This is an optimization exercise on Yosys and OpenROAD, whose aim is small area, a short achievable clock period and few clock cycles, not a production implementation. Where RTL was checked, it was by simulation tests only, not by an equivalence proof against the original. Function not checked in run 2: the RTL went through the layout flow alone. Power figures rest on the tool's default switching activity, not on a simulated workload.

## flow/design.v (module list and top-level ports; edited modules follow where they fit)
// module tpb_codec: 809 lines
// module tpb_fmt: 20 lines
// module tpb_opd: 40 lines
// module tpb_legal: 30 lines
// module tpb_dec: 34 lines
// module tpb_resmux: 35 lines
// module tpb_rsp: 47 lines
// module tpb_ctl: 36 lines
// module tpb_pw: 32 lines
module tpb_codec (
    input  wire        clk,
    input  wire        rst,         
    input  wire        cmd_valid,
    output wire        cmd_ready,
    input  wire [31:0] cmd_word,
    input  wire [63:0] cmd_opd,
    input  wire [15:0] cmd_flen,
    input  wire        frm_valid,
    output wire        frm_ready,
    input  wire [7:0]  frm_data,
    output wire        rsp_valid,
    output wire [7:0]  rsp_status,
    output wire [63:0] rsp_res
);
  // ...
==> flow/flow/run.sh <==
#!/bin/bash
# Layout flow: the standard flow (standard.sh, ORFS) with settings that
# ORFS reads from the environment:
#  - BUFFER_PORTS_ARGS: the port buffers are sky130_fd_sc_hd__buf_2 cells
#    (every input and output port still gets its own buffer);
#  - CTS_ARGS: the clock tree uses clkbuf_16 and the sink clustering of
#    config.mk's CTS_* settings, without dummy load cells;
#  - PRE_DETAIL_PLACE_TCL: flow/outflops.tcl gives the flip-flops that drive
#    the output port buffers a stronger drive (dfxtp_4).
# The clock period, the SDC and every other step are the standard flow's.
set -euo pipefail
here=$(pwd)
export BUFFER_PORTS_ARGS="-buffer_cell sky130_fd_sc_hd__buf_2"
export CTS_ARGS="-sink_clustering_enable -repair_clock_nets -dont_use_dummy_load -sink_clustering_size 30 -sink_clustering_max_diameter 75 -buf_list sky130_fd_sc_hd__clkbuf_16"
export PRE_DETAIL_PLACE_TCL="$here/flow/outflops.tcl"
bash standard.sh > standard.log 2>&1
==> flow/flow/outflops.tcl <==
# Upsize the flip-flops that drive the output ports (through their port
# buffers) from dfxtp_1 to dfxtp_4: the same registers and cell type, a
# stronger drive for the wire to the port buffer. Run before detailed
# placement, which then legalizes the wider cells.
set block [ord::get_db_block]
set db [ord::get_db]
set m4 [$db findMaster sky130_fd_sc_hd__dfxtp_4]
set n 0
foreach bterm [$block getBTerms] {
  if {[$bterm getIoType] != "OUTPUT"} { continue }
  set net [$bterm getNet]
  if {$net == "NULL"} { continue }
  foreach it [$net getITerms] {
    if {![$it isOutputSignal]} { continue }
    set buf [$it getInst]
    set a [$buf findITerm A]
    if {$a == "NULL"} { continue }
    set n2 [$a getNet]
    if {$n2 == "NULL"} { continue }
    foreach it2 [$n2 getITerms] {
      if {![$it2 isOutputSignal]} { continue }
      set drv [$it2 getInst]
      if {[[$drv getMaster] getName] == "sky130_fd_sc_hd__dfxtp_1"} {
        $drv swapMaster $m4
        incr n
      }
    }
  }
}
puts "outflops.tcl: upsized $n output flip-flops to dfxtp_4"
==> flow/standard.sh <==
#!/bin/bash
# synth_recipe.tcl (not shown) runs the flow's synth.tcl, then flattens the netlist and writes it again
# the make line also repeats each setting of config.mk as NAME=value (left out here)
make -C /OpenROAD-flow-scripts/flow DESIGN_CONFIG=/design/flow/config.mk WORK_HOME=/design/flow/orfs CLKGATE_MAP_FILE= SYNTH_SCRIPT=/design/flow/synth_recipe.tcl "${@:-finish}"
==> flow/config.mk <==
export PLATFORM = sky130hd
export DESIGN_NAME = tpb_codec
export DESIGN_NICKNAME = tpb_codec
export VERILOG_FILES = /design/flow/design.v
export SDC_FILE = /design/flow/constraint.sdc
export NUM_CORES = 8
export LEC_CHECK = 0
export ABC_AREA = 1
export CAP_MARGIN = 20
export CORE_MARGIN = 2
export CORE_UTILIZATION = 40
export CTS_BUF_LIST = sky130_fd_sc_hd__clkbuf_16
export CTS_CLUSTER_DIAMETER = 75
export CTS_CLUSTER_SIZE = 30
export PLACE_DENSITY = 0.8
export SLEW_MARGIN = 20
export SYNTH_HIERARCHICAL = 1
==> flow/constraint.sdc <==
create_clock -name core_clock -period 70.0 [get_ports {clk}]
set_input_delay 14.0000 -clock core_clock [delete_from_list [all_inputs] [get_ports {clk}]]
set_output_delay 14.0000 -clock core_clock [all_outputs]
set_load 0.01 [all_outputs]
==> results.txt, run 1 <==
Clock Latency Late Sink 640 ps; Met2 Wirelength 55,200 um; Largest regs ring (1408), p (96), xq (66); hold path depth 0; largest register by flop count ring; number of global-route vias before repair 30.5k; CP endpoint kind output port; Min-Delay Endpoint ring[16][6]$_DFF_P_; FP Rows 130; Reg2Reg Depth 55; global routing's busiest layer met2; Clock Sink Count 1,695; CP Launch Type register; synthesized area per cell 10.6 um2; Core ar. 126,000 um2; Final Cycle Share 0.218; clk root buf clkbuf_16; global-route wire length before repair 180,000 um; routability cong. 0.955; Comb group 203 uW; routed len/inst 18.0 um; Cell Area, Synth 50,700 um2; met3 WL 6750 um; CP endpoint rsp_res[1]; Lkg Pwr 23.6 nW; Ys Warns 13; grt met1 use 0.241; layout cells sized above 1 0.107; fill count 11.4k; r2r endpoint rr_q[41]$_DFF_P_; number of buffers created by CTS 70; placed insts 6,528; Placed Area 53,400 um2; uppermost routed layer met5; multi-input combinational area share 0.242; Reg area 35,100 um2; status timing/DRC/antenna clean; iteration count of the initial detailed-routing pass 6; Final ANT Viol Nets 0; max reg flops 1,408; clock skew 58.8 ps; Reg2Reg Launch Point p[10][7]$_DFFE_PP_; Setup crit start rr_q[1]$_DFF_P_; non-clk buf share 0.0183; CP top delay family flip-flops
Testbench counts, summed over its fixed seeds: cycles 41,912.
==> module tpb_codec, before the edit <==
module tpb_codec (
    input  wire        clk,
    input  wire        rst,         
    input  wire        cmd_valid,
    output wire        cmd_ready,
    input  wire [31:0] cmd_word,
    input  wire [63:0] cmd_opd,
    input  wire [15:0] cmd_flen,
    input  wire        frm_valid,
    output wire        frm_ready,
    input  wire [7:0]  frm_data,
    output wire        rsp_valid,
    output wire [7:0]  rsp_status,
    output wire [63:0] rsp_res
);
    localparam [3:0] ST_OK          = 4'h0;
    localparam [3:0] ST_BAD_SYNC    = 4'h1;
    localparam [3:0] ST_BAD_SIZE    = 4'h2;
    localparam [3:0] ST_BAD_PID     = 4'h3;
    localparam [3:0] ST_BAD_ADAPT   = 4'h4;
    localparam [3:0] ST_UNKNOWN_PKT = 4'h5;
    localparam [3:0] ST_BAD_OFFSET  = 4'h6;
    localparam [3:0] ST_ILLEGAL     = 4'hD;
    localparam NR = 11;             
    localparam RL = 16;             
    localparam DIV_K   = 8;
    localparam DIV_PAD = 2;
    localparam DIV_CYC = 8;
    localparam XW      = DIV_PAD + 64;
    reg [7:0]  p [0:11];            
    reg [7:0]  ring [0:NR-1][0:RL-1];
    reg [3:0]  ph;                  
    reg [3:0]  dofs;                
    reg [6:0]  err;                 
    reg        rv_q;
    reg [3:0]  rs_q;
    reg [41:0] rr_q;
    reg        crdy_q;
    reg        frdy_q;
    reg        clr_q;               
    reg        in_load;
    reg [7:0]  tk;                  
    reg        fb_v;                
    reg        load_ok;
    reg        sp_pend;
    reg [2:0]  a_op;                
    reg [7:0]  a_idx;
    reg [7:0]  a_dat;
    reg        w_pend;
    reg [7:0]  w_idx;
    reg [7:0]  w_dat;
    reg           sysrst_q;         
    reg           busy;
    reg [2:0]     ecnt;
    reg [XW-1:0]  xq;
    reg [6:0]     rem;
    assign cmd_ready  = crdy_q;
    assign frm_ready  = frdy_q;
    assign rsp_valid  = rv_q;
    assign rsp_status = {4'd0, rs_q};
    assign rsp_res    = {22'd0, rr_q};
    wire fire = cmd_valid & crdy_q;
    wire take = frm_valid & frdy_q;
    wire [1:0]  afc     = p[3][5:4];
    wire        has_af  = afc[1];
    wire        has_pl  = afc[0];
    wire [7:0]  af_len  = p[4];
    wire [12:0] pid     = {p[1][4:0], p[2]};
    wire        has_pcr = has_af & p[5][4];
    wire [32:0] base = {p[6], p[7], p[8], p[9], p[10][7]};
    wire [8:0]  ext  = {p[10][0], p[11]};
    wire [41:0] res;
    wire [33:0] at_p, at_g, at_s;
    wire [34:0] at_c;
    assign at_p[0] = base[2] ^ base[0];
    assign at_g[0] = base[2] & base[0];
    assign at_p[1] = base[3] ^ base[1];
    assign at_g[1] = base[3] & base[1];
    assign at_p[2] = base[4] ^ base[2];
    assign at_g[2] = base[4] & base[2];
    assign at_p[3] = base[5] ^ base[3];
    assign at_g[3] = base[5] & base[3];
    assign at_p[4] = base[6] ^ base[4];
    assign at_g[4] = base[6] & base[4];
    assign at_p[5] = base[7] ^ base[5];
    assign at_g[5] = base[7] & base[5];
    assign at_p[6] = base[8] ^ base[6];
    assign at_g[6] = base[8] & base[6];
    assign at_p[7] = base[9] ^ base[7];
    assign at_g[7] = base[9] & base[7];
    assign at_p[8] = base[10] ^ base[8];
    assign at_g[8] = base[10] & base[8];
    assign at_p[9] = base[11] ^ base[9];
    assign at_g[9] = base[11] & base[9];
    assign at_p[10] = base[12] ^ base[10];
    assign at_g[10] = base[12] & base[10];
    assign at_p[11] = base[13] ^ base[11];
    assign at_g[11] = base[13] & base[11];
    assign at_p[12] = base[14] ^ base[12];
    assign at_g[12] = base[14] & base[12];
    assign at_p[13] = base[15] ^ base[13];
    assign at_g[13] = base[15] & base[13];
    assign at_p[14] = base[16] ^ base[14];
    assign at_g[14] = base[16] & base[14];
    assign at_p[15] = base[17] ^ base[15];
    assign at_g[15] = base[17] & base[15];
    assign at_p[16] = base[18] ^ base[16];
    assign at_g[16] = base[18] & base[16];
    assign at_p[17] = base[19] ^ base[17];
    assign at_g[17] = base[19] & base[17];
    assign at_p[18] = base[20] ^ base[18];
    assign at_g[18] = base[20] & base[18];
    assign at_p[19] = base[21] ^ base[19];
    assign at_g[19] = base[21] & base[19];
    assign at_p[20] = base[22] ^ base[20];
    assign at_g[20] = base[22] & base[20];
    assign at_p[21] = base[23] ^ base[21];
    assign at_g[21] = base[23] & base[21];
    assign at_p[22] = base[24] ^ base[22];
    assign at_g[22] = base[24] & base[22];
    assign at_p[23] = base[25] ^ base[23];
    assign at_g[23] = base[25] & base[23];
    assign at_p[24] = base[26] ^ base[24];
    assign at_g[24] = base[26] & base[24];
    assign at_p[25] = base[27] ^ base[25];
    assign at_g[25] = base[27] & base[25];
    assign at_p[26] = base[28] ^ base[26];
    assign at_g[26] = base[28] & base[26];
    assign at_p[27] = base[29] ^ base[27];
    assign at_g[27] = base[29] & base[27];
    assign at_p[28] = base[30] ^ base[28];
    assign at_g[28] = base[30] & base[28];
    assign at_p[29] = base[31] ^ base[29];
    assign at_g[29] = base[31] & base[29];
    assign at_p[30] = base[32] ^ base[30];
    assign at_g[30] = base[32] & base[30];
    assign at_p[31] = 1'b0 ^ base[31];
    assign at_g[31] = 1'b0 & base[31];
    assign at_p[32] = 1'b0 ^ base[32];
    assign at_g[32] = 1'b0 & base[32];
    assign at_p[33] = 1'b0 ^ 1'b0;
    assign at_g[33] = 1'b0 & 1'b0;
    assign at_c[0] = 1'b0;
    assign at_c[1] = at_g[0] | (at_p[0] & at_c[0]);
    assign at_c[2] = at_g[1] | (at_p[1] & at_c[1]);
    assign at_c[3] = at_g[2] | (at_p[2] & at_c[2]);
    assign at_c[4] = at_g[3] | (at_p[3] & at_c[3]);
    assign at_c[5] = at_g[4] | (at_p[4] & at_c[4]);
    assign at_c[6] = at_g[5] | (at_p[5] & at_c[5]);
    assign at_c[7] = at_g[6] | (at_p[6] & at_c[6]);
    assign at_c[8] = at_g[7] | (at_p[7] & at_c[7]);
    assign at_c[9] = at_g[8] | (at_p[8] & at_c[8]);
    assign at_c[10] = at_g[9] | (at_p[9] & at_c[9]);
    assign at_c[11] = at_g[10] | (at_p[10] & at_c[10]);
    assign at_c[12] = at_g[11] | (at_p[11] & at_c[11]);
    assign at_c[13] = at_g[12] | (at_p[12] & at_c[12]);
    assign at_c[14] = at_g[13] | (at_p[13] & at_c[13]);
    assign at_c[15] = at_g[14] | (at_p[14] & at_c[14]);
    assign at_c[16] = at_g[15] | (at_p[15] & at_c[15]);
    assign at_c[17] = at_g[16] | (at_p[16] & at_c[16]);
    assign at_c[18] = at_g[17] | (at_p[17] & at_c[17]);
    assign at_c[19] = at_g[18] | (at_p[18] & at_c[18]);
    assign at_c[20] = at_g[19] | (at_p[19] & at_c[19]);
    assign at_c[21] = (at_g[20]) | (at_c[20] & at_p[20]);
    assign at_c[22] = (at_g[21]) | (at_g[20] & at_p[21]) | (at_c[20] & at_p[20] & at_p[21]);
    assign at_c[23] = (at_g[22]) | (at_g[21] & at_p[22]) | (at_g[20] & at_p[21] & at_p[22]) | (at_c[20] & at_p[20] & at_p[21] & at_p[22]);
    assign at_c[24] = (at_g[23]) | (at_g[22] & at_p[23]) | (at_g[21] & at_p[22] & at_p[23]) | (at_g[20] & at_p[21] & at_p[22] & at_p[23]) | (at_c[20] & at_p[20] & at_p[21] & at_p[22] & at_p[23]);
    assign at_c[25] = (at_g[24]) | (at_c[24] & at_p[24]);
    assign at_c[26] = (at_g[25]) | (at_g[24] & at_p[25]) | (at_c[24] & at_p[24] & at_p[25]);
    assign at_c[27] = (at_g[26]) | (at_g[25] & at_p[26]) | (at_g[24] & at_p[25] & at_p[26]) | (at_c[24] & at_p[24] & at_p[25] & at_p[26]);
    assign at_c[28] = (at_g[27]) | (at_g[26] & at_p[27]) | (at_g[25] & at_p[26] & at_p[27]) | (at_g[24] & at_p[25] & at_p[26] & at_p[27]) | (at_c[24] & at_p[24] & at_p[25] & at_p[26] & at_p[27]);
    assign at_c[29] = (at_g[28]) | (at_c[28] & at_p[28]);
    assign at_c[30] = (at_g[29]) | (at_g[28] & at_p[29]) | (at_c[28] & at_p[28] & at_p[29]);
    assign at_c[31] = (at_g[30]) | (at_g[29] & at_p[30]) | (at_g[28] & at_p[29] & at_p[30]) | (at_c[28] & at_p[28] & at_p[29] & at_p[30]);
    assign at_c[32] = (at_g[31]) | (at_g[30] & at_p[31]) | (at_g[29] & at_p[30] & at_p[31]) | (at_g[28] & at_p[29] & at_p[30] & at_p[31]) | (at_c[28] & at_p[28] & at_p[29] & at_p[30] & at_p[31]);
    assign at_c[33] = (at_g[32]) | (at_c[32] & at_p[32]);
    assign at_c[34] = (at_g[33]) | (at_g[32] & at_p[33]) | (at_c[32] & at_p[32] & at_p[33]);
    assign at_s[0] = at_p[0] ^ at_c[0];
    assign at_s[1] = at_p[1] ^ at_c[1];
    assign at_s[2] = at_p[2] ^ at_c[2];
    assign at_s[3] = at_p[3] ^ at_c[3];
    assign at_s[4] = at_p[4] ^ at_c[4];
    assign at_s[5] = at_p[5] ^ at_c[5];
    assign at_s[6] = at_p[6] ^ at_c[6];
    assign at_s[7] = at_p[7] ^ at_c[7];
    assign at_s[8] = at_p[8] ^ at_c[8];
    assign at_s[9] = at_p[9] ^ at_c[9];
    assign at_s[10] = at_p[10] ^ at_c[10];
    assign at_s[11] = at_p[11] ^ at_c[11];
    assign at_s[12] = at_p[12] ^ at_c[12];
    assign at_s[13] = at_p[13] ^ at_c[13];
    assign at_s[14] = at_p[14] ^ at_c[14];
    assign at_s[15] = at_p[15] ^ at_c[15];
    assign at_s[16] = at_p[16] ^ at_c[16];
    assign at_s[17] = at_p[17] ^ at_c[17];
    assign at_s[18] = at_p[18] ^ at_c[18];
    assign at_s[19] = at_p[19] ^ at_c[19];
    assign at_s[20] = at_p[20] ^ at_c[20];
    assign at_s[21] = at_p[21] ^ at_c[21];
    assign at_s[22] = at_p[22] ^ at_c[22];
    assign at_s[23] = at_p[23] ^ at_c[23];
    assign at_s[24] = at_p[24] ^ at_c[24];
    assign at_s[25] = at_p[25] ^ at_c[25];
    assign at_s[26] = at_p[26] ^ at_c[26];
    assign at_s[27] = at_p[27] ^ at_c[27];
    assign at_s[28] = at_p[28] ^ at_c[28];
    assign at_s[29] = at_p[29] ^ at_c[29];
    assign at_s[30] = at_p[30] ^ at_c[30];
    assign at_s[31] = at_p[31] ^ at_c[31];
    assign at_s[32] = at_p[32] ^ at_c[32];
    assign at_s[33] = at_p[33] ^ at_c[33];
    wire [35:0] t = {at_s[33], at_s[32], at_s[31], at_s[30], at_s[29], at_s[28], at_s[27], at_s[26], at_s[25], at_s[24], at_s[23], at_s[22], at_s[21], at_s[20], at_s[19], at_s[18], at_s[17], at_s[16], at_s[15], at_s[14], at_s[13], at_s[12], at_s[11], at_s[10], at_s[9], at_s[8], at_s[7], at_s[6], at_s[5], at_s[4], at_s[3], at_s[2], at_s[1], at_s[0], base[1], base[0]};
    wire [35:0] aq_p, aq_g, aq_s;
    wire [36:0] aq_c;
    assign aq_p[0] = t[0] ^ ext[6];
    assign aq_g[0] = t[0] & ext[6];
    assign aq_p[1] = t[1] ^ ext[7];
    assign aq_g[1] = t[1] & ext[7];
    assign aq_p[2] = t[2] ^ ext[8];
    assign aq_g[2] = t[2] & ext[8];
    assign aq_p[3] = t[3] ^ 1'b0;
    assign aq_g[3] = t[3] & 1'b0;
    assign aq_p[4] = t[4] ^ 1'b0;
    assign aq_g[4] = t[4] & 1'b0;
    assign aq_p[5] = t[5] ^ 1'b0;
    assign aq_g[5] = t[5] & 1'b0;
    assign aq_p[6] = t[6] ^ 1'b0;
    assign aq_g[6] = t[6] & 1'b0;
    assign aq_p[7] = t[7] ^ 1'b0;
    assign aq_g[7] = t[7] & 1'b0;
    assign aq_p[8] = t[8] ^ 1'b0;
    assign aq_g[8] = t[8] & 1'b0;
    assign aq_p[9] = t[9] ^ 1'b0;
    assign aq_g[9] = t[9] & 1'b0;
    assign aq_p[10] = t[10] ^ 1'b0;
    assign aq_g[10] = t[10] & 1'b0;
    assign aq_p[11] = t[11] ^ 1'b0;
    assign aq_g[11] = t[11] & 1'b0;
    assign aq_p[12] = t[12] ^ 1'b0;
    assign aq_g[12] = t[12] & 1'b0;
    assign aq_p[13] = t[13] ^ 1'b0;
    assign aq_g[13] = t[13] & 1'b0;
    assign aq_p[14] = t[14] ^ 1'b0;
    assign aq_g[14] = t[14] & 1'b0;
    assign aq_p[15] = t[15] ^ 1'b0;
    assign aq_g[15] = t[15] & 1'b0;
    assign aq_p[16] = t[16] ^ 1'b0;
    assign aq_g[16] = t[16] & 1'b0;
    assign aq_p[17] = t[17] ^ 1'b0;
    assign aq_g[17] = t[17] & 1'b0;
    assign aq_p[18] = t[18] ^ 1'b0;
    assign aq_g[18] = t[18] & 1'b0;
    assign aq_p[19] = t[19] ^ 1'b0;
    assign aq_g[19] = t[19] & 1'b0;
    assign aq_p[20] = t[20] ^ 1'b0;
    assign aq_g[20] = t[20] & 1'b0;
    assign aq_p[21] = t[21] ^ 1'b0;
    assign aq_g[21] = t[21] & 1'b0;
    assign aq_p[22] = t[22] ^ 1'b0;
    assign aq_g[22] = t[22] & 1'b0;
    assign aq_p[23] = t[23] ^ 1'b0;
    assign aq_g[23] = t[23] & 1'b0;
    assign aq_p[24] = t[24] ^ 1'b0;
    assign aq_g[24] = t[24] & 1'b0;
    assign aq_p[25] = t[25] ^ 1'b0;
    assign aq_g[25] = t[25] & 1'b0;
    assign aq_p[26] = t[26] ^ 1'b0;
    assign aq_g[26] = t[26] & 1'b0;
    assign aq_p[27] = t[27] ^ 1'b0;
    assign aq_g[27] = t[27] & 1'b0;
    assign aq_p[28] = t[28] ^ 1'b0;
    assign aq_g[28] = t[28] & 1'b0;
    assign aq_p[29] = t[29] ^ 1'b0;
    assign aq_g[29] = t[29] & 1'b0;
    assign aq_p[30] = t[30] ^ 1'b0;
    assign aq_g[30] = t[30] & 1'b0;
    assign aq_p[31] = t[31] ^ 1'b0;
    assign aq_g[31] = t[31] & 1'b0;
    assign aq_p[32] = t[32] ^ 1'b0;
    assign aq_g[32] = t[32] & 1'b0;
    assign aq_p[33] = t[33] ^ 1'b0;
    assign aq_g[33] = t[33] & 1'b0;
    assign aq_p[34] = t[34] ^ 1'b0;
    assign aq_g[34] = t[34] & 1'b0;
    assign aq_p[35] = t[35] ^ 1'b0;
    assign aq_g[35] = t[35] & 1'b0;
    assign aq_c[0] = 1'b0;
    assign aq_c[1] = aq_g[0] | (aq_p[0] & aq_c[0]);
    assign aq_c[2] = aq_g[1] | (aq_p[1] & aq_c[1]);
    assign aq_c[3] = aq_g[2] | (aq_p[2] & aq_c[2]);
    assign aq_c[4] = aq_g[3] | (aq_p[3] & aq_c[3]);
    assign aq_c[5] = aq_g[4] | (aq_p[4] & aq_c[4]);
    assign aq_c[6] = aq_g[5] | (aq_p[5] & aq_c[5]);
    assign aq_c[7] = aq_g[6] | (aq_p[6] & aq_c[6]);
    assign aq_c[8] = aq_g[7] | (aq_p[7] & aq_c[7]);
    assign aq_c[9] = aq_g[8] | (aq_p[8] & aq_c[8]);
    assign aq_c[10] = aq_g[9] | (aq_p[9] & aq_c[9]);
    assign aq_c[11] = aq_g[10] | (aq_p[10] & aq_c[10]);
    assign aq_c[12] = aq_g[11] | (aq_p[11] & aq_c[11]);
    assign aq_c[13] = aq_g[12] | (aq_p[12] & aq_c[12]);
    assign aq_c[14] = aq_g[13] | (aq_p[13] & aq_c[13]);
    assign aq_c[15] = aq_g[14] | (aq_p[14] & aq_c[14]);
    assign aq_c[16] = aq_g[15] | (aq_p[15] & aq_c[15]);
    assign aq_c[17] = aq_g[16] | (aq_p[16] & aq_c[16]);
    assign aq_c[18] = aq_g[17] | (aq_p[17] & aq_c[17]);
    assign aq_c[19] = aq_g[18] | (aq_p[18] & aq_c[18]);
    assign aq_c[20] = aq_g[19] | (aq_p[19] & aq_c[19]);
    assign aq_c[21] = aq_g[20] | (aq_p[20] & aq_c[20]);
    assign aq_c[22] = aq_g[21] | (aq_p[21] & aq_c[21]);
    assign aq_c[23] = aq_g[22] | (aq_p[22] & aq_c[22]);
    assign aq_c[24] = aq_g[23] | (aq_p[23] & aq_c[23]);
    assign aq_c[25] = aq_g[24] | (aq_p[24] & aq_c[24]);
    assign aq_c[26] = aq_g[25] | (aq_p[25] & aq_c[25]);
    assign aq_c[27] = aq_g[26] | (aq_p[26] & aq_c[26]);
    assign aq_c[28] = aq_g[27] | (aq_p[27] & aq_c[27]);
    assign aq_c[29] = aq_g[28] | (aq_p[28] & aq_c[28]);
    assign aq_c[30] = aq_g[29] | (aq_p[29] & aq_c[29]);
    assign aq_c[31] = aq_g[30] | (aq_p[30] & aq_c[30]);
    assign aq_c[32] = aq_g[31] | (aq_p[31] & aq_c[31]);
    assign aq_c[33] = aq_g[32] | (aq_p[32] & aq_c[32]);
    assign aq_c[34] = aq_g[33] | (aq_p[33] & aq_c[33]);
    assign aq_c[35] = aq_g[34] | (aq_p[34] & aq_c[34]);
    assign aq_c[36] = aq_g[35] | (aq_p[35] & aq_c[35]);
    assign aq_s[0] = aq_p[0] ^ aq_c[0];
    assign aq_s[1] = aq_p[1] ^ aq_c[1];
    assign aq_s[2] = aq_p[2] ^ aq_c[2];
    assign aq_s[3] = aq_p[3] ^ aq_c[3];
    assign aq_s[4] = aq_p[4] ^ aq_c[4];
    assign aq_s[5] = aq_p[5] ^ aq_c[5];
    assign aq_s[6] = aq_p[6] ^ aq_c[6];
    assign aq_s[7] = aq_p[7] ^ aq_c[7];
    assign aq_s[8] = aq_p[8] ^ aq_c[8];
    assign aq_s[9] = aq_p[9] ^ aq_c[9];
    assign aq_s[10] = aq_p[10] ^ aq_c[10];
    assign aq_s[11] = aq_p[11] ^ aq_c[11];
    assign aq_s[12] = aq_p[12] ^ aq_c[12];
    assign aq_s[13] = aq_p[13] ^ aq_c[13];
    assign aq_s[14] = aq_p[14] ^ aq_c[14];
    assign aq_s[15] = aq_p[15] ^ aq_c[15];
    assign aq_s[16] = aq_p[16] ^ aq_c[16];
    assign aq_s[17] = aq_p[17] ^ aq_c[17];
    assign aq_s[18] = aq_p[18] ^ aq_c[18];
    assign aq_s[19] = aq_p[19] ^ aq_c[19];
    assign aq_s[20] = aq_p[20] ^ aq_c[20];
    assign aq_s[21] = aq_p[21] ^ aq_c[21];
    assign aq_s[22] = aq_p[22] ^ aq_c[22];
    assign aq_s[23] = aq_p[23] ^ aq_c[23];
    assign aq_s[24] = aq_p[24] ^ aq_c[24];
    assign aq_s[25] = aq_p[25] ^ aq_c[25];
    assign aq_s[26] = aq_p[26] ^ aq_c[26];
    assign aq_s[27] = aq_p[27] ^ aq_c[27];
    assign aq_s[28] = aq_p[28] ^ aq_c[28];
    assign aq_s[29] = aq_p[29] ^ aq_c[29];
    assign aq_s[30] = aq_p[30] ^ aq_c[30];
    assign aq_s[31] = aq_p[31] ^ aq_c[31];
    assign aq_s[32] = aq_p[32] ^ aq_c[32];
    assign aq_s[33] = aq_p[33] ^ aq_c[33];
    assign aq_s[34] = aq_p[34] ^ aq_c[34];
    assign aq_s[35] = aq_p[35] ^ aq_c[35];
    wire [39:0] q = {aq_s[35], aq_s[34], aq_s[33], aq_s[32], aq_s[31], aq_s[30], aq_s[29], aq_s[28], aq_s[27], aq_s[26], aq_s[25], aq_s[24], aq_s[23], aq_s[22], aq_s[21], aq_s[20], aq_s[19], aq_s[18], aq_s[17], aq_s[16], aq_s[15], aq_s[14], aq_s[13], aq_s[12], aq_s[11], aq_s[10], aq_s[9], aq_s[8], aq_s[7], aq_s[6], aq_s[5], aq_s[4], aq_s[3], aq_s[2], aq_s[1], aq_s[0], ext[5], ext[4], ext[3], ext[2]};
    wire [39:0] aw_p, aw_g, aw_s;
    wire [40:0] aw_c;
    assign aw_p[0] = q[0] ^ ~t[0];
    assign aw_g[0] = q[0] & ~t[0];
    assign aw_p[1] = q[1] ^ ~t[1];
    assign aw_g[1] = q[1] & ~t[1];
    assign aw_p[2] = q[2] ^ ~t[2];
    assign aw_g[2] = q[2] & ~t[2];
    assign aw_p[3] = q[3] ^ ~t[3];
    assign aw_g[3] = q[3] & ~t[3];
    assign aw_p[4] = q[4] ^ ~t[4];
    assign aw_g[4] = q[4] & ~t[4];
    assign aw_p[5] = q[5] ^ ~t[5];
    assign aw_g[5] = q[5] & ~t[5];
    assign aw_p[6] = q[6] ^ ~t[6];
    assign aw_g[6] = q[6] & ~t[6];
    assign aw_p[7] = q[7] ^ ~t[7];
    assign aw_g[7] = q[7] & ~t[7];
    assign aw_p[8] = q[8] ^ ~t[8];
    assign aw_g[8] = q[8] & ~t[8];
    assign aw_p[9] = q[9] ^ ~t[9];
    assign aw_g[9] = q[9] & ~t[9];
    assign aw_p[10] = q[10] ^ ~t[10];
    assign aw_g[10] = q[10] & ~t[10];
    assign aw_p[11] = q[11] ^ ~t[11];
    assign aw_g[11] = q[11] & ~t[11];
    assign aw_p[12] = q[12] ^ ~t[12];
    assign aw_g[12] = q[12] & ~t[12];
    assign aw_p[13] = q[13] ^ ~t[13];
    assign aw_g[13] = q[13] & ~t[13];
    assign aw_p[14] = q[14] ^ ~t[14];
    assign aw_g[14] = q[14] & ~t[14];
    assign aw_p[15] = q[15] ^ ~t[15];
    assign aw_g[15] = q[15] & ~t[15];
    assign aw_p[16] = q[16] ^ ~t[16];
    assign aw_g[16] = q[16] & ~t[16];
    assign aw_p[17] = q[17] ^ ~t[17];
    assign aw_g[17] = q[17] & ~t[17];
    assign aw_p[18] = q[18] ^ ~t[18];
    assign aw_g[18] = q[18] & ~t[18];
    assign aw_p[19] = q[19] ^ ~t[19];
    assign aw_g[19] = q[19] & ~t[19];
    assign aw_p[20] = q[20] ^ ~t[20];
    assign aw_g[20] = q[20] & ~t[20];
    assign aw_p[21] = q[21] ^ ~t[21];
    assign aw_g[21] = q[21] & ~t[21];
    assign aw_p[22] = q[22] ^ ~t[22];
    assign aw_g[22] = q[22] & ~t[22];
    assign aw_p[23] = q[23] ^ ~t[23];
    assign aw_g[23] = q[23] & ~t[23];
    assign aw_p[24] = q[24] ^ ~t[24];
    assign aw_g[24] = q[24] & ~t[24];
    assign aw_p[25] = q[25] ^ ~t[25];
    assign aw_g[25] = q[25] & ~t[25];
    assign aw_p[26] = q[26] ^ ~t[26];
    assign aw_g[26] = q[26] & ~t[26];
    assign aw_p[27] = q[27] ^ ~t[27];
    assign aw_g[27] = q[27] & ~t[27];
    assign aw_p[28] = q[28] ^ ~t[28];
    assign aw_g[28] = q[28] & ~t[28];
    assign aw_p[29] = q[29] ^ ~t[29];
    assign aw_g[29] = q[29] & ~t[29];
    assign aw_p[30] = q[30] ^ ~t[30];
    assign aw_g[30] = q[30] & ~t[30];
    assign aw_p[31] = q[31] ^ ~t[31];
    assign aw_g[31] = q[31] & ~t[31];
    assign aw_p[32] = q[32] ^ ~t[32];
    assign aw_g[32] = q[32] & ~t[32];
    assign aw_p[33] = q[33] ^ ~t[33];
    assign aw_g[33] = q[33] & ~t[33];
    assign aw_p[34] = q[34] ^ ~t[34];
    assign aw_g[34] = q[34] & ~t[34];
    assign aw_p[35] = q[35] ^ ~t[35];
    assign aw_g[35] = q[35] & ~t[35];
    assign aw_p[36] = q[36] ^ 1'b1;
    assign aw_g[36] = q[36] & 1'b1;
    assign aw_p[37] = q[37] ^ 1'b1;
    assign aw_g[37] = q[37] & 1'b1;
    assign aw_p[38] = q[38] ^ 1'b1;
    assign aw_g[38] = q[38] & 1'b1;
    assign aw_p[39] = q[39] ^ 1'b1;
    assign aw_g[39] = q[39] & 1'b1;
    assign aw_c[0] = 1'b1;
    assign aw_c[1] = aw_g[0] | (aw_p[0] & aw_c[0]);
    assign aw_c[2] = aw_g[1] | (aw_p[1] & aw_c[1]);
    assign aw_c[3] = aw_g[2] | (aw_p[2] & aw_c[2]);
    assign aw_c[4] = aw_g[3] | (aw_p[3] & aw_c[3]);
    assign aw_c[5] = aw_g[4] | (aw_p[4] & aw_c[4]);
    assign aw_c[6] = aw_g[5] | (aw_p[5] & aw_c[5]);
    assign aw_c[7] = aw_g[6] | (aw_p[6] & aw_c[6]);
    assign aw_c[8] = aw_g[7] | (aw_p[7] & aw_c[7]);
    assign aw_c[9] = aw_g[8] | (aw_p[8] & aw_c[8]);
    assign aw_c[10] = aw_g[9] | (aw_p[9] & aw_c[9]);
    assign aw_c[11] = aw_g[10] | (aw_p[10] & aw_c[10]);
    assign aw_c[12] = aw_g[11] | (aw_p[11] & aw_c[11]);
    assign aw_c[13] = aw_g[12] | (aw_p[12] & aw_c[12]);
    assign aw_c[14] = aw_g[13] | (aw_p[13] & aw_c[13]);
    assign aw_c[15] = aw_g[14] | (aw_p[14] & aw_c[14]);
    assign aw_c[16] = aw_g[15] | (aw_p[15] & aw_c[15]);
    assign aw_c[17] = aw_g[16] | (aw_p[16] & aw_c[16]);
    assign aw_c[18] = aw_g[17] | (aw_p[17] & aw_c[17]);
    assign aw_c[19] = aw_g[18] | (aw_p[18] & aw_c[18]);
    assign aw_c[20] = aw_g[19] | (aw_p[19] & aw_c[19]);
    assign aw_c[21] = aw_g[20] | (aw_p[20] & aw_c[20]);
    assign aw_c[22] = aw_g[21] | (aw_p[21] & aw_c[21]);
    assign aw_c[23] = aw_g[22] | (aw_p[22] & aw_c[22]);
    assign aw_c[24] = aw_g[23] | (aw_p[23] & aw_c[23]);
    assign aw_c[25] = (aw_g[24]) | (aw_c[24] & aw_p[24]);
    assign aw_c[26] = (aw_g[25]) | (aw_g[24] & aw_p[25]) | (aw_c[24] & aw_p[24] & aw_p[25]);
    assign aw_c[27] = (aw_g[26]) | (aw_g[25] & aw_p[26]) | (aw_g[24] & aw_p[25] & aw_p[26]) | (aw_c[24] & aw_p[24] & aw_p[25] & aw_p[26]);
    assign aw_c[28] = (aw_g[27]) | (aw_g[26] & aw_p[27]) | (aw_g[25] & aw_p[26] & aw_p[27]) | (aw_g[24] & aw_p[25] & aw_p[26] & aw_p[27]) | (aw_c[24] & aw_p[24] & aw_p[25] & aw_p[26] & aw_p[27]);
    assign aw_c[29] = (aw_g[28]) | (aw_c[28] & aw_p[28]);
    assign aw_c[30] = (aw_g[29]) | (aw_g[28] & aw_p[29]) | (aw_c[28] & aw_p[28] & aw_p[29]);
    assign aw_c[31] = (aw_g[30]) | (aw_g[29] & aw_p[30]) | (aw_g[28] & aw_p[29] & aw_p[30]) | (aw_c[28] & aw_p[28] & aw_p[29] & aw_p[30]);
    assign aw_c[32] = (aw_g[31]) | (aw_g[30] & aw_p[31]) | (aw_g[29] & aw_p[30] & aw_p[31]) | (aw_g[28] & aw_p[29] & aw_p[30] & aw_p[31]) | (aw_c[28] & aw_p[28] & aw_p[29] & aw_p[30] & aw_p[31]);
    assign aw_c[33] = (aw_g[32]) | (aw_c[32] & aw_p[32]);
    assign aw_c[34] = (aw_g[33]) | (aw_g[32] & aw_p[33]) | (aw_c[32] & aw_p[32] & aw_p[33]);
    assign aw_c[35] = (aw_g[34]) | (aw_g[33] & aw_p[34]) | (aw_g[32] & aw_p[33] & aw_p[34]) | (aw_c[32] & aw_p[32] & aw_p[33] & aw_p[34]);
    assign aw_c[36] = (aw_g[35]) | (aw_g[34] & aw_p[35]) | (aw_g[33] & aw_p[34] & aw_p[35]) | (aw_g[32] & aw_p[33] & aw_p[34] & aw_p[35]) | (aw_c[32] & aw_p[32] & aw_p[33] & aw_p[34] & aw_p[35]);
    assign aw_c[37] = (aw_g[36]) | (aw_c[36] & aw_p[36]);
    assign aw_c[38] = (aw_g[37]) | (aw_g[36] & aw_p[37]) | (aw_c[36] & aw_p[36] & aw_p[37]);
    assign aw_c[39] = (aw_g[38]) | (aw_g[37] & aw_p[38]) | (aw_g[36] & aw_p[37] & aw_p[38]) | (aw_c[36] & aw_p[36] & aw_p[37] & aw_p[38]);
    assign aw_c[40] = (aw_g[39]) | (aw_g[38] & aw_p[39]) | (aw_g[37] & aw_p[38] & aw_p[39]) | (aw_g[36] & aw_p[37] & aw_p[38] & aw_p[39]) | (aw_c[36] & aw_p[36] & aw_p[37] & aw_p[38] & aw_p[39]);
    assign aw_s[0] = aw_p[0] ^ aw_c[0];
    assign aw_s[1] = aw_p[1] ^ aw_c[1];
    assign aw_s[2] = aw_p[2] ^ aw_c[2];
    assign aw_s[3] = aw_p[3] ^ aw_c[3];
    assign aw_s[4] = aw_p[4] ^ aw_c[4];
    assign aw_s[5] = aw_p[5] ^ aw_c[5];
    assign aw_s[6] = aw_p[6] ^ aw_c[6];
    assign aw_s[7] = aw_p[7] ^ aw_c[7];
    assign aw_s[8] = aw_p[8] ^ aw_c[8];
    assign aw_s[9] = aw_p[9] ^ aw_c[9];
    assign aw_s[10] = aw_p[10] ^ aw_c[10];
    assign aw_s[11] = aw_p[11] ^ aw_c[11];
    assign aw_s[12] = aw_p[12] ^ aw_c[12];
    assign aw_s[13] = aw_p[13] ^ aw_c[13];
    assign aw_s[14] = aw_p[14] ^ aw_c[14];
    assign aw_s[15] = aw_p[15] ^ aw_c[15];
    assign aw_s[16] = aw_p[16] ^ aw_c[16];
    assign aw_s[17] = aw_p[17] ^ aw_c[17];
    assign aw_s[18] = aw_p[18] ^ aw_c[18];
    assign aw_s[19] = aw_p[19] ^ aw_c[19];
    assign aw_s[20] = aw_p[20] ^ aw_c[20];
    assign aw_s[21] = aw_p[21] ^ aw_c[21];
    assign aw_s[22] = aw_p[22] ^ aw_c[22];
    assign aw_s[23] = aw_p[23] ^ aw_c[23];
    assign aw_s[24] = aw_p[24] ^ aw_c[24];
    assign aw_s[25] = aw_p[25] ^ aw_c[25];
    assign aw_s[26] = aw_p[26] ^ aw_c[26];
    assign aw_s[27] = aw_p[27] ^ aw_c[27];
    assign aw_s[28] = aw_p[28] ^ aw_c[28];
    assign aw_s[29] = aw_p[29] ^ aw_c[29];
    assign aw_s[30] = aw_p[30] ^ aw_c[30];
    assign aw_s[31] = aw_p[31] ^ aw_c[31];
    assign aw_s[32] = aw_p[32] ^ aw_c[32];
    assign aw_s[33] = aw_p[33] ^ aw_c[33];
    assign aw_s[34] = aw_p[34] ^ aw_c[34];
    assign aw_s[35] = aw_p[35] ^ aw_c[35];
    assign aw_s[36] = aw_p[36] ^ aw_c[36];
    assign aw_s[37] = aw_p[37] ^ aw_c[37];
    assign aw_s[38] = aw_p[38] ^ aw_c[38];
    assign aw_s[39] = aw_p[39] ^ aw_c[39];
    wire [39:0] w = {aw_s[39], aw_s[38], aw_s[37], aw_s[36], aw_s[35], aw_s[34], aw_s[33], aw_s[32], aw_s[31], aw_s[30], aw_s[29], aw_s[28], aw_s[27], aw_s[26], aw_s[25], aw_s[24], aw_s[23], aw_s[22], aw_s[21], aw_s[20], aw_s[19], aw_s[18], aw_s[17], aw_s[16], aw_s[15], aw_s[14], aw_s[13], aw_s[12], aw_s[11], aw_s[10], aw_s[9], aw_s[8], aw_s[7], aw_s[6], aw_s[5], aw_s[4], aw_s[3], aw_s[2], aw_s[1], aw_s[0]};
    assign res = {w, ext[1:0]};
    wire [41:0] pcr_rd = res;
    wire       l_big = (af_len >= 8'd183);
    wire [7:0] l_p5  = af_len + 8'd5;           
    wire [7:0] l_m   = 8'd183 - af_len;         
    wire [7:0] af_win_len = (af_len > 8'd183) ? 8'd183 : af_len;
    wire [8:0] pl_off = has_af ? (l_big ? 9'd188 : {1'b0, l_p5}) : 9'd4;
    wire [8:0] pl_len = has_af ? (l_big ? 9'd0 : {1'b0, l_m}) : 9'd184;
    wire [3:0] st_validate = (p[0] != 8'h47) ? ST_BAD_SYNC :
                             (has_af && af_len > 8'd183) ? ST_BAD_ADAPT : ST_OK;
    wire cls_unk = (p[0] != 8'h47) & (p[0] != 8'h80);
    wire cls_80  = (p[0] == 8'h80);
    wire [6:0] err_new;
    assign err_new[0] = rv_q && rs_q == ST_BAD_SYNC;
    assign err_new[1] = rv_q && rs_q == ST_BAD_SIZE;
    assign err_new[2] = rv_q && rs_q == ST_BAD_PID;
    assign err_new[3] = rv_q && rs_q == ST_BAD_ADAPT;
    assign err_new[4] = rv_q && rs_q == ST_UNKNOWN_PKT;
    assign err_new[5] = rv_q && rs_q == ST_BAD_OFFSET;
    assign err_new[6] = rv_q && rs_q == ST_ILLEGAL;
    wire [6:0]  err_eff  = err | err_new;
    wire [7:0] fidx  = a_idx;
    wire       a_static  = (a_idx < 8'd12);
    wire       sp_rdb    = (a_op == 3'b000);    
    wire       sp_wr     = (a_op == 3'b001);    
    wire       sp_tsc    = (a_op == 3'b100);    
    wire       sp_afc    = (a_op == 3'b101);    
    wire       sp_clrpcr = (a_op == 3'b111);    
    wire       sp_clrerr = (a_op == 3'b110);    
    wire [7:0] raddr = w_pend ? w_idx : a_idx;
    wire [7:0] rj    = raddr - 8'd12;
    wire [3:0] rring = rj[7:4];
    wire [3:0] rslot = rj[3:0] + dofs;
    wire       at_wr = (rslot == ph);                
    wire       at_rd = (rslot[2:0] == ph[2:0]);      
    wire ld_w  = fb_v & ((fidx == 8'd0) ? (a_dat == 8'h47) : load_ok);
    wire w_go  = w_pend & at_wr & ~clr_q;
    wire sp_go = sp_pend & ~w_pend & (a_static | (~clr_q & (sp_wr ? at_wr : at_rd)));
    wire [7:0] saddr = a_idx;
    wire       s_we  = fb_v ? (ld_w & a_static) : (sp_go & sp_wr & a_static);
    wire [7:0] sbus  = a_dat;
    wire       r_we  = w_go | (ld_w & ~a_static) | (sp_go & sp_wr & ~a_static);
    wire [7:0] rbus  = clr_q ? 8'd0 : (w_pend ? w_dat : a_dat);
    reg [7:0] ring_rd;
    integer ri;
    always @* begin
        ring_rd = 8'd0;
        for (ri = 0; ri < NR; ri = ri + 1)
            if (rring == ri) ring_rd = ring_rd | ((rslot[3] ^ ph[3]) ? ring[ri][8] : ring[ri][0]);
    end
    reg [7:0] static_rd;
    always @* begin
        case (a_idx[3:0])
            4'd0: static_rd = p[0];   4'd1: static_rd = p[1];   4'd2: static_rd = p[2];
            4'd3: static_rd = p[3];   4'd4: static_rd = p[4];   4'd5: static_rd = p[5];
            4'd6: static_rd = p[6];   4'd7: static_rd = p[7];   4'd8: static_rd = p[8];
            4'd9: static_rd = p[9];   4'd10: static_rd = p[10]; default: static_rd = p[11];
        endcase
    end
    wire [7:0] rd_byte   = a_static ? static_rd : ring_rd;
    reg [6:0]       st_r;
    reg [DIV_K-1:0] st_q;
    reg [7:0]       st_t;
    integer si;
    always @* begin
        st_r = rem;
        for (si = 0; si < DIV_K; si = si + 1) begin
            st_t = {st_r, xq[XW-1-si]};
            if (st_t >= 8'd75) begin
                st_r = st_t - 8'd75;
                st_q[DIV_K-1-si] = 1'b1;
            end else begin
                st_r = st_t[6:0];
                st_q[DIV_K-1-si] = 1'b0;
            end
        end
    end
    wire [XW-1:0] xq_next  = {xq[XW-DIV_K-1:0], st_q};
    wire          div_last = busy & (ecnt == DIV_CYC - 1);
    wire [32:0]   base_wr  = xq_next[32:0];
    wire [8:0]    ext_wr   = {st_r, xq_next[XW-1:XW-2]};
    wire clr_first = clr_q & (ph == 4'd0);
    wire clr_pcr   = sp_go & sp_clrpcr & p[3][5];
    wire [7:0] s_val = (clr_first | clr_pcr) ? 8'd0 : sbus;
    reg [7:0] pn [0:11];
    integer bi;
    always @* begin
        for (bi = 0; bi < 12; bi = bi + 1) begin
            pn[bi] = p[bi];
            if (clr_first || (s_we && saddr[3:0] == bi) || (clr_pcr && bi >= 6))
                pn[bi] = s_val;
        end
        if (sp_go && sp_tsc) pn[3][7:6] = a_dat[1:0];
        if (sp_go && sp_afc) pn[3][5:4] = a_dat[1:0];
        if (clr_pcr) pn[5][4] = 1'b0;
        if (busy && ecnt == 3'd0) begin
            if (!p[3][5]) pn[3][5:4] = 2'b11;
            if (p[4] < 8'd7) pn[4] = 8'd7;
            pn[5][4] = 1'b1;
        end
        if (div_last) begin
            pn[6]  = base_wr[32:25];
            pn[7]  = base_wr[24:17];
            pn[8]  = base_wr[16:9];
            pn[9]  = base_wr[8:1];
            pn[10] = {base_wr[0], 6'b111111, ext_wr[8]};
            pn[11] = ext_wr[7:0];
        end
    end
    wire [95:0] p_cur  = {p[11], p[10], p[9], p[8], p[7], p[6], p[5], p[4], p[3], p[2], p[1], p[0]};
    wire [95:0] p_slow = {pn[11], pn[10], pn[9], pn[8], pn[7], pn[6], pn[5], pn[4], pn[3], pn[2], pn[1], pn[0]};
    wire [95:0] p_d;
    wire        o_rv_d;
    wire [3:0]  o_rs_d;
    wire [41:0] o_rr_d;
    wire        L_load, L_slow, L_pcr, L_sysrst;
    wire [9:0]  fm;
    wire [34:0] o;
    wire [22:0] dl;
    tpb_fmt u_fmt (.cmd_word(cmd_word), .cmd_flen(cmd_flen), .fm(fm));
    tpb_opd u_opd (.op(cmd_word[7:0]), .o(o));
    wire        ill;
    tpb_legal u_legal (.cmd_word(cmd_word), .ill(ill));
    tpb_dec u_dec (.o(o), .fm(fm), .ill(ill), .dl(dl));
    assign L_load   = dl[1];
    assign L_slow   = dl[4];
    assign L_pcr    = dl[12];
    assign L_sysrst = dl[15];
    wire [41:0] res_m;
    tpb_resmux u_res (
        .op          (cmd_word[7:0]),
        .p_cur       (p_cur),
        .cls_80      (cls_80),
        .af_win_len  (af_win_len),
        .pl_len      (pl_len[7:0]),
        .pl_off      (pl_off[7:0]),
        .pcr_rd      (pcr_rd),
        .err_eff     (err_eff),
        .m           (res_m)
    );
    tpb_rsp u_rsp (
        .fire        (fire),
        .ill         (ill),
        .dl          (dl),
        .idx_imm     (cmd_word[31:8]),
        .m           (res_m),
        .st_validate (st_validate),
        .cls_unk     (cls_unk),
        .in_load     (in_load),
        .load_done   (in_load & take & (tk == 8'd187)),
        .load_ok     (load_ok),
        .sp_pend     (sp_pend),
        .sp_go       (sp_go),
        .sp_rdb      (sp_rdb),
        .sp_clrerr   (sp_clrerr),
        .err_eff     (err_eff),
        .w_pend      (w_pend),
        .rd_byte     (rd_byte),
        .rv_d        (o_rv_d),
        .rs_d        (o_rs_d),
        .rr_d        (o_rr_d)
    );
    wire [19:0] pw_d;
    tpb_pw u_pw (
        .fire        (fire),
        .cmd_word    (cmd_word),
        .p_slow      (p_slow[27:8]),
        .p_d         (pw_d)
    );
    assign p_d = {p_slow[95:28], pw_d, p_slow[7:0]};
    integer rr, pp;
    always @(posedge clk) begin
        for (rr = 0; rr < NR; rr = rr + 1) begin
            for (pp = 0; pp < RL - 1; pp = pp + 1)
                ring[rr][pp] <= ring[rr][pp + 1];
            if (clr_q || (r_we && rring == rr))
                ring[rr][RL-1] <= rbus;
            else
                ring[rr][RL-1] <= ring[rr][0];
        end
        for (bi = 0; bi < 12; bi = bi + 1)
            p[bi] <= p_d[8*bi +: 8];
        ph <= ph + 4'd1;
        busy <= busy_d;
        if (busy) begin
            xq  <= xq_next;
            rem <= st_r;
            ecnt <= ecnt + 3'd1;
        end else begin
            xq  <= {{DIV_PAD{1'b0}}, cmd_opd};
            rem <= 7'd0;
            ecnt <= 3'd0;
        end
        sp_pend <= sp_pend_d;
        if (!sp_pend) begin
            a_idx <= in_load ? tk : cmd_word[15:8];
            a_dat <= in_load ? frm_data : cmd_word[23:16];
            a_op  <= {cmd_word[5], cmd_word[4], cmd_word[2]};
        end
        w_pend <= w_pend_d;
        if (fb_v && fidx == 8'd0 && a_dat == 8'h47) w_pend <= 1'b0;
        if (!w_pend) begin
            w_idx <= cmd_word[15:8];
            w_dat <= cmd_word[23:16];
        end
        fb_v <= take & in_load;
        if (take & in_load) tk <= tk1;
        in_load <= in_load_d;
        if (fb_v && fidx == 8'd0) load_ok <= (a_dat == 8'h47);
        if (!in_load) tk <= 8'd0;
        if (ld_w && fidx == 8'd12) dofs <= ph;           
        sysrst_q <= sysrst_d;
        if (clr_q && ph == 4'd15) clr_q <= 1'b0;
        if (sysrst_q) begin
            clr_q  <= 1'b1;
            ph     <= 4'd0;
            w_pend <= 1'b0;
        end
        if (sysrst_q || (sp_go && sp_clrerr))
            err <= 7'd0;
        else
            err <= err_eff;
        rv_q <= o_rv_d;
        rs_q <= o_rs_d;
        rr_q <= o_rr_d;
        crdy_q <= crdy_d;
        frdy_q <= frdy_d;
        if (rst) begin
            ph      <= 4'd0;
            dofs    <= 4'd0;
            err     <= 7'd0;
            rv_q    <= 1'b0;
            crdy_q  <= 1'b0;
            frdy_q  <= 1'b0;
            clr_q   <= 1'b1;
            w_pend  <= 1'b0;
            in_load <= 1'b0;
            tk      <= 8'd0;
            fb_v    <= 1'b0;
            load_ok <= 1'b0;
            sp_pend <= 1'b0;
            busy    <= 1'b0;
            sysrst_q <= 1'b0;
        end
    end
    wire [7:0] tk1    = tk + 8'd1;
    wire       ok_n   = (fb_v && fidx == 8'd0) ? (a_dat == 8'h47) : load_ok;
    wire [3:0] dofs_n = (ld_w && fidx == 8'd12) ? ph : dofs;
    wire [3:0] al     = ph + 4'd14 - dofs_n;
    wire       r_free = ~clr_q & ~w_pend;       
    wire fr_b = in_load & (tk < 8'd188) &
                ((tk < 8'd12) | ~ok_n |
                 (r_free & ((tk == 8'd12) | (tk[3:0] == al))));
    wire fr_a = in_load & (tk < 8'd187) &
                ((tk < 8'd11) | ~ok_n |
                 (r_free & ((tk == 8'd11) | (tk == 8'd12) | (tk[3:0] + 4'd1 == al))));
    wire busy_d, sp_pend_d, w_pend_d, in_load_d, sysrst_d, crdy_d, frdy_d;
    tpb_ctl u_ctl (
        .fire       (fire),
        .take       (take),
        .L_load     (dl[1]),
        .L_slow     (dl[4]),
        .L_pcr      (dl[12]),
        .L_sysrst   (dl[15]),
        .L_wrbring  (dl[22]),
        .busy       (busy),
        .div_last   (div_last),
        .sp_pend    (sp_pend),
        .sp_go      (sp_go),
        .w_pend     (w_pend),
        .w_go       (w_go),
        .in_load    (in_load),
        .tk_last    (tk == 8'd187),
        .fr_a       (fr_a),
        .fr_b       (fr_b),
        .sysrst_q   (sysrst_q),
        .busy_d     (busy_d),
        .sp_pend_d  (sp_pend_d),
        .w_pend_d   (w_pend_d),
        .in_load_d  (in_load_d),
        .sysrst_d   (sysrst_d),
        .crdy_d     (crdy_d),
        .frdy_d     (frdy_d)
    );
endmodule
==> run 2: changes to the inputs <==
--- a/flow/design.v
+++ b/flow/design.v
@@ -39,7 +39,6 @@
     reg        frdy_q;
     reg        clr_q;               
     reg        in_load;
-    reg [7:0]  tk;                  
     reg        fb_v;                
     reg        load_ok;
     reg        sp_pend;
@@ -544,6 +543,7 @@
     assign err_new[6] = rv_q && rs_q == ST_ILLEGAL;
     wire [6:0]  err_eff  = err | err_new;
     wire [7:0] fidx  = a_idx;
+    wire [7:0] tk    = a_idx + {7'd0, fb_v};
     wire       a_static  = (a_idx < 8'd12);
     wire       sp_rdb    = (a_op == 3'b000);    
     wire       sp_wr     = (a_op == 3'b001);    
@@ -728,10 +728,8 @@
             w_dat <= cmd_word[23:16];
         end
         fb_v <= take & in_load;
-        if (take & in_load) tk <= tk1;
         in_load <= in_load_d;
         if (fb_v && fidx == 8'd0) load_ok <= (a_dat == 8'h47);
-        if (!in_load) tk <= 8'd0;
         if (ld_w && fidx == 8'd12) dofs <= ph;           
         sysrst_q <= sysrst_d;
         if (clr_q && ph == 4'd15) clr_q <= 1'b0;
@@ -759,7 +757,6 @@
             clr_q   <= 1'b1;
             w_pend  <= 1'b0;
             in_load <= 1'b0;
-            tk      <= 8'd0;
             fb_v    <= 1'b0;
             load_ok <= 1'b0;
             sp_pend <= 1'b0;
@@ -767,7 +764,6 @@
             sysrst_q <= 1'b0;
         end
     end
-    wire [7:0] tk1    = tk + 8'd1;
     wire       ok_n   = (fb_v && fidx == 8'd0) ? (a_dat == 8'h47) : load_ok;
     wire [3:0] dofs_n = (ld_w && fidx == 8'd12) ? ph : dofs;
     wire [3:0] al     = ph + 4'd14 - dofs_n;
==> run 2 against run 1 <==
Compared with the run above: still clean on timing, DRC and antenna; worst hold slack lost 63 ps; clock power grew 3%; via count is the same; setup slack lost 140 ps; fmax shrank 0.89%; critical path depth grew 14; sequential share of layout area is essentially flat; clock-buffer cell count grew 4; combinational power grew 3%; global-route usage grew 0.44 points; non-clock buffer count grew 2; synthesized cell count shrank 0.46%; highest routed layer unchanged.
==> results.txt, run 2 <==
fill count 11.4k (-0.079%); vias per cell 4.74; pre-CTS setup slack 53,970 ps; largest net degree at the start of global routing 68; Setup Buffers After CTS 0; routed len/inst 18.2 um (+0.99%); final setup fails 0; Clock Latency Late Sink 710 ps (+70 ps); Max Fclk 0.0650 GHz; H-tree depth 3; post-route setup TNS 0 ps; clk root buf clkbuf_16; Setup crit start cmd_word[20]; Nets 5,204; via count 31.2k; synthesized area per cell 10.6 um2 (-0.29%); Core ar. 125,000 um2 (-0.39%); Max IR drop VDD 0.0000178 V; CP Launch Type primary input; DRC viols 0; global-route wire length before repair 180,000 um (-0.12%); Final Routed Wirelength 120,000 um; worst setup path class in2reg; Gate Count Post-Synth 4,761; Ports 199; Clock Sink Count 1,687 (-0.47%); Total GRT Usage 0.185; iteration count of the initial detailed-routing pass 5 (-1); Clock Path Buffers 3; Reg2Reg Launch Point p[10][7]$_DFFE_PP_; worst hold path startpoint ring[45][1]$_DFF_P_; initial antenna violation count 7; Lkg Pwr 23.7 nW (+0.54%); FP Rows 130 (unchanged); multi-input logic area 13,200 um2; chip height 359 um; max-slew violations 0; routed length on met1 52,300 um; Least-Margin Pin Slew 1160 ps; status timing/DRC/antenna clean; CP endpoint kind register; post-DP HPWL 86,600 um; uppermost routed layer met5; Initial Utilization 0.402; Resized cells post-CTS 0; Reg2Reg Depth 53 (-3.6%); setup ws final 54,610 ps; most frequent cells in the layout 1,543 x dfxtp_1, 1,112 x nand2_1, 485 x inv_1, 282 x nor2_1, 196 x o21ai_0; crit path time final 15,390 ps; CP required 70,490 ps; hold path depth 0 (unchanged); number of buffers created by CTS 74 (+5.7%); Cell Area, Synth 50,300 um2 (-0.75%); Worst-path clk slew 110 ps; max reg flops 1,408 (unchanged); routability cong. 0.980 (+2.7%); area added between synthesis and finish 9.17%; commonest non-fill, non-tap cell in the layout dfxtp_1; Met2 Wirelength 56,500 um (+2.4%); die area 129,000 um2; power per cell area 30.4 nW/um2; Largest regs ring (1408), p (96), xq (66); layout cells sized above 1 0.104 (-0.00385); HP Class reg2reg; Ys Warns 13 (unchanged); RSZ-0062 raised after global routing no; CTS tree built; crit path max fanout 7; Max-cap violations 0; Final ANT Viol Nets 0 (unchanged); number of global-route vias before repair 30.3k (-0.51%); Final Cycle Share 0.220 (+0.00196); met3 WL 6520 um (-3.3%); CP arrival 15,880 ps; Port Buffers 172; clock skew 119 ps (+60.5 ps); largest register by flop count ring; Max transition margin 0.216; Die Width 359 um; Reg area 34,900 um2 (-0.46%); GRT overflow 0; Initial DRC Count 2,562; Fin. Hold Viols 0; Post-CTS Hold Buffers 0; final core utilization 0.439
-- run 2: cell type report --
class | instances | area share
clock buffers | 74 | 0.0337
repair buffers | 194 | 0.0191
flip-flops and latches | 1687 | 0.635
inverters | 512 | 0.0350
multi-input cells | 2463 | 0.239
well taps | 1650 | 0.0376
diodes | 3 | 0.000137
-- run 2: where the power goes --
group	internal, mW	switching (mW)
sequential	0.979	0.0138
combinational	0.0722	0.137
clock	0.190	0.275
-- run 2: metal layers --
layer  GRT usage  up-vias
li1            -    15119
met1       0.242    14949
met2       0.312      898
met3      0.0258      224
met4      0.0648       10
met5           0        -
-- run 2: worst max-delay path, cell delays in order --
cell	delay, ps
buf_2	140
inv_1	60
nand2_1	50
nor2_1	420
nand3_1	220
nor2_1	380
nand2_1	90
nand2_1	80
nor2_1	40
nand2_1	60
o21ai_0	80
nand4_1	100
nand3_1	70
inv_1	50
nor2_1	30
-- run 2: stage by stage --
step / area [um2] / std cells / power [mW] / hold slack [ps]
3_3_place_gp: 52900 / 6504 / 1.22 / 310
4_1_cts: 54900 / 6578 / 1.67 / 239
2_1_floorplan: 50400 / 4786 / 1.15 / 310
5_1_grt: 54900 / 6580 / 1.73 / 240
6_report: 54900 / 6583 / 1.67 / 232
3_5_place_dp: 53000 / 6504 / 1.22 / 312
-- run 2: path summary, 6_finish.rpt --
kind	endpoint	slack, ps
worst min-delay path	ring[44][1]$_DFF_P_	230
worst max-delay path	rv_q$_SDFF_PP0_	54610
worst min register to register	ring[44][1]$_DFF_P_	230
worst max register to register	rr_q[41]$_DFF_P_	56690

## re-timing with driven ports
The results above use ideal ports. As a check the final layouts listed here were re-extracted and re-timed, cells and wires unchanged.
Step 1 assumes that a clkbuf_16 drives the clock port and a buf_2 every other input.
Step 2, shift: input delay + t, output delay - t, t = (earliest + latest rising clock arrival at the registers) / 2. This alone moves slack from input paths to output paths.
a / b / c = ideal / step 1 / step 2; a / b = the first two.
run	shift t [ns]	setup slack, ns	slew at the worst register clock pin (ns)	worst slew at a driven data input, ns	cell pins on the clock port's net
run 1	0.684	54.751 / 54.682 / 54.220	0.12 / 0.12	0.07	1
run 2	0.720	54.614 / 54.623 / 53.945	0.11 / 0.11	0.22	1
After both steps setup and hold are still met in every run listed. For run 2, which loses most, drivers alone change the setup slack by +0.009 ns; drivers and shift together by -0.669 ns.
